Background: an optimization exercise with open tools, aiming at small area, a short achievable clock period and few clock cycles. Do not read the settings as production practice. In this exercise RTL edits were held to simulation tests only and were not proved equivalent to the original. Power figures rest on the tool's default switching activity, not on a simulated workload.

Design saes_core, start of the top module:
module saes_core (
    input  wire        clk,
    input  wire        rst,
    input  wire        bus_valid,
    input  wire        bus_write,
    input  wire [3:0]  bus_addr,
    input  wire [15:0] bus_wdata,
    output wire        bus_ready,
    output reg  [15:0] bus_rdata
);
For scale: roughly 1,900 cells after synthesis, about 190 flip-flops, roughly 17,000 um^2 of cells after synthesis.
Settings: LEC_CHECK=0, CAP_MARGIN=20, CORE_MARGIN=2, CORE_UTILIZATION=40, SLEW_MARGIN=20; clock period 12.0 ns.
standard.sh (not shown) runs the stock make flow with config.mk's settings and CLKGATE_MAP_FILE= SYNTH_SCRIPT=/design/flow/synth_recipe.tcl, a recipe that flattens the netlist after the stock synthesis.
==> flow/flow/run.sh <==
#!/bin/bash
# Layout: the standard flow (standard synthesis, floorplan, placement,
# CTS, routing) with these changes to how the layout is made:
#  - every port is still buffered, with buf_4 cells instead of the slow
#    delay-cell buffers buffer_ports picks by default;
#  - the clock tree is built from clkbuf_8 cells in larger sink clusters
#    and without dummy loads (the tree stays balanced by CTS as usual).
# The SDC (clock period, I/O delays, loads) is unchanged. The make/ORFS
# output goes to flow_make.log here; ORFS keeps each tool's own log under
# orfs/logs/.
set -euo pipefail
MARGIN=${MARGIN:-5.9}
bash standard.sh \
    "SETUP_SLACK_MARGIN=${MARGIN}" \
    "BUFFER_PORTS_ARGS=-buffer_cell sky130_fd_sc_hd__buf_4" \
    "CTS_ARGS=-sink_clustering_enable -repair_clock_nets -dont_use_dummy_load -buf_list sky130_fd_sc_hd__clkbuf_8 -sink_clustering_size 20" \
    finish > flow_make.log 2>&1
Testbench counts at the start, summed over its fixed seeds: cycles 20,364.
Edit:
CORE_UTILIZATION = 50   (was 40)
PLACE_DENSITY = 0.7   (was not set)
Effect: The changed run produced a clean layout. Critical path depth fell by 8. Cell area rose by about 0.7%. Flip-flop and latch count is unchanged. Synthesized cell count is unchanged. Sequential share of layout area fell by 0.18 points. Routed wire length fell by about 4.4%.
Edit:
CORE_UTILIZATION = 40   (was 50)
PLACE_DENSITY = not set   (was 0.7)
TNS_END_PERCENT = 0   (was not set)
- The changed run ran to the end with no violations
- global-route usage decreases by 5.1 points
- flip-flop and latch count is unchanged
- sequential power increases by about 1%
- utilization decreases by 12 points
- via count decreases by about 3.4%
- maximum frequency decreases by about 1%
- wire length increases by 4.3%
- die area increases by 24%

* * *

## build 56
saes_core again, from the RTL that the note above started with.
export LEC_CHECK = 0
export CAP_MARGIN = 20
export CORE_MARGIN = 2
export CORE_UTILIZATION = 70
export PLACE_DENSITY = 0.8
export SLEW_MARGIN = 20
create_clock -name core_clock -period 12.0 [get_ports {clk}]
==> flow/flow/run.sh <==
#!/bin/bash
set -euo pipefail
MARGIN=${MARGIN:-6.0}
bash standard.sh \
    "SETUP_SLACK_MARGIN=${MARGIN}" \
    "BUFFER_PORTS_ARGS=-buffer_cell sky130_fd_sc_hd__buf_4" \
    finish > flow_make.log 2>&1
Build 56 failed in global routing with GRT-0232.
Testbench counts of build 56, summed over its fixed seeds: cycles 20,364.
For build 7, these inputs were changed with respect to build 56:
# build 56
export LEC_CHECK = 0
export CAP_MARGIN = 20
export CORE_MARGIN = 2
export CORE_UTILIZATION = 70
export PLACE_DENSITY = 0.8
export SLEW_MARGIN = 20
create_clock -name core_clock -period 12.0 [get_ports {clk}]
# build 7
export LEC_CHECK = 0
export CAP_MARGIN = 20
export CORE_MARGIN = 2
export CORE_UTILIZATION = 40
export SLEW_MARGIN = 20
create_clock -name core_clock -period 12.0 [get_ports {clk}]
==> flow/flow/run.sh <==
#!/bin/bash
# Layout: the standard flow (standard synthesis, floorplan, placement,
# CTS, routing) with these changes to how the layout is made:
#  - every port is still buffered, with buf_4 cells instead of the slow
#    delay-cell buffers buffer_ports picks by default;
#  - the clock tree is built from clkbuf_8 cells in larger sink clusters
#    and without dummy loads (the tree stays balanced by CTS as usual).
# The SDC (clock period, I/O delays, loads) is unchanged. The make/ORFS
# output goes to flow_make.log here; ORFS keeps each tool's own log under
# orfs/logs/.
set -euo pipefail
MARGIN=${MARGIN:-6.3}
bash standard.sh \
    "SETUP_SLACK_MARGIN=${MARGIN}" \
    "BUFFER_PORTS_ARGS=-buffer_cell sky130_fd_sc_hd__buf_4" \
    "CTS_ARGS=-sink_clustering_enable -repair_clock_nets -dont_use_dummy_load -buf_list sky130_fd_sc_hd__clkbuf_8 -sink_clustering_size 20" \
    finish > flow_make.log 2>&1
--- outcome ---
Compared build 7 vs build 56, and total of cells resized after clock tree synthesis is up in build 7.
Number of cells produced by synthesis: build 56 vs build 7 identical
For the number of rows in the core area, build 7 came in about 32% higher than build 56 did.
When the final numbers for build 56 and build 7 were put side by side, the number of setup buffers added after CTS turned out to be smaller in build 56.
In the flow results for build 56 and build 7, the worst setup timing slack at the placement stage is smaller on build 7.
Number of enable flip-flop cells after synthesis: build 7 vs build 56 identical
The log for build 56 ends in global routing with error GRT-0232, so the run never completed.
Build 7 did not stop at any stage, and its layout met the timing, DRC and antenna checks.
Build 56 -> build 7: final weighted congestion in routability-driven placement decreased by a little under 10%
Detailed-placement wirelength estimate (build 7 / build 56): 1.09
Row floorplan die height: build 7 higher / build 56 lower
Compared build 7 vs build 56, and placed instance count is up in build 7.
Diff build 56 -> build 7 | horizontal die dimension | increase of about 30%
Edits applied to the flow inputs when going from build 7 to build 62:
==> flow/flow/run.sh <==
#!/bin/bash
set -euo pipefail
MARGIN=${MARGIN:-6.0}
bash standard.sh \
    "SETUP_SLACK_MARGIN=${MARGIN}" \
    "BUFFER_PORTS_ARGS=-buffer_cell sky130_fd_sc_hd__buf_4" \
    finish > flow_make.log 2>&1
[summary]
- When build 62 is measured against build 7, its hold slack turns out 0.0064 ns lower.
- Compared with build 7, power in build 62 increased slightly.
- Run comparison: build 62 launching instance or port of the critical path bus_addr[3]; build 7 launching instance or port of the critical path bus_addr[0]
- NOTE: actual slew at the worst max-slew pin in build 62 falls short of that of build 7

==> what the ideal ports hide <==
Ports are ideal in the flow. The routed layouts listed here were re-timed in OpenROAD.
Step 1: set_driving_cell puts a clkbuf_16 on clk and a buf_2 on each other input, an assumption about the parent block.
Step 2 times the ports against the registers' clock, not the clock port: input delays grow and output delays shrink by t, the midpoint of the rising clock arrivals with the driver on.
a / b / c = no drivers / after step 1 / after step 2; a / b = the first two.
| run | shift t [ns] | slack for setup (ns) | worst hold slack (ns) | worst register clock-pin slew, ns | worst slew at a driven data input, ns |
|---|---|---|---|---|---|
| the first run of note 1 | 0.564 | 5.881 / 5.872 / 5.345 | 0.509 / 0.509 / 0.509 | 0.11 / 0.11 | 0.06 |
| the second run of note 1 | 0.514 | 5.879 / 5.813 / 5.494 | 0.506 / 0.506 / 0.506 | 0.11 / 0.11 | 0.12 |
| the third run of note 1 | 0.565 | 5.819 / 5.819 / 5.375 | 0.501 / 0.501 / 0.501 | 0.11 / 0.11 | 0.05 |
| build 7 | 0.574 | 5.878 / 5.818 / 5.741 | 0.506 / 0.506 / 0.506 | 0.11 / 0.11 | 0.11 |
| build 62 | 0.530 | 5.915 / 5.838 / 5.511 | 0.500 / 0.500 / 0.500 | 0.09 / 0.09 | 0.14 |
After both steps setup and hold are still met in every run listed. The setup slack of the first run of note 1, which loses most, moves by -0.009 ns with the drivers and by -0.536 ns with both steps.
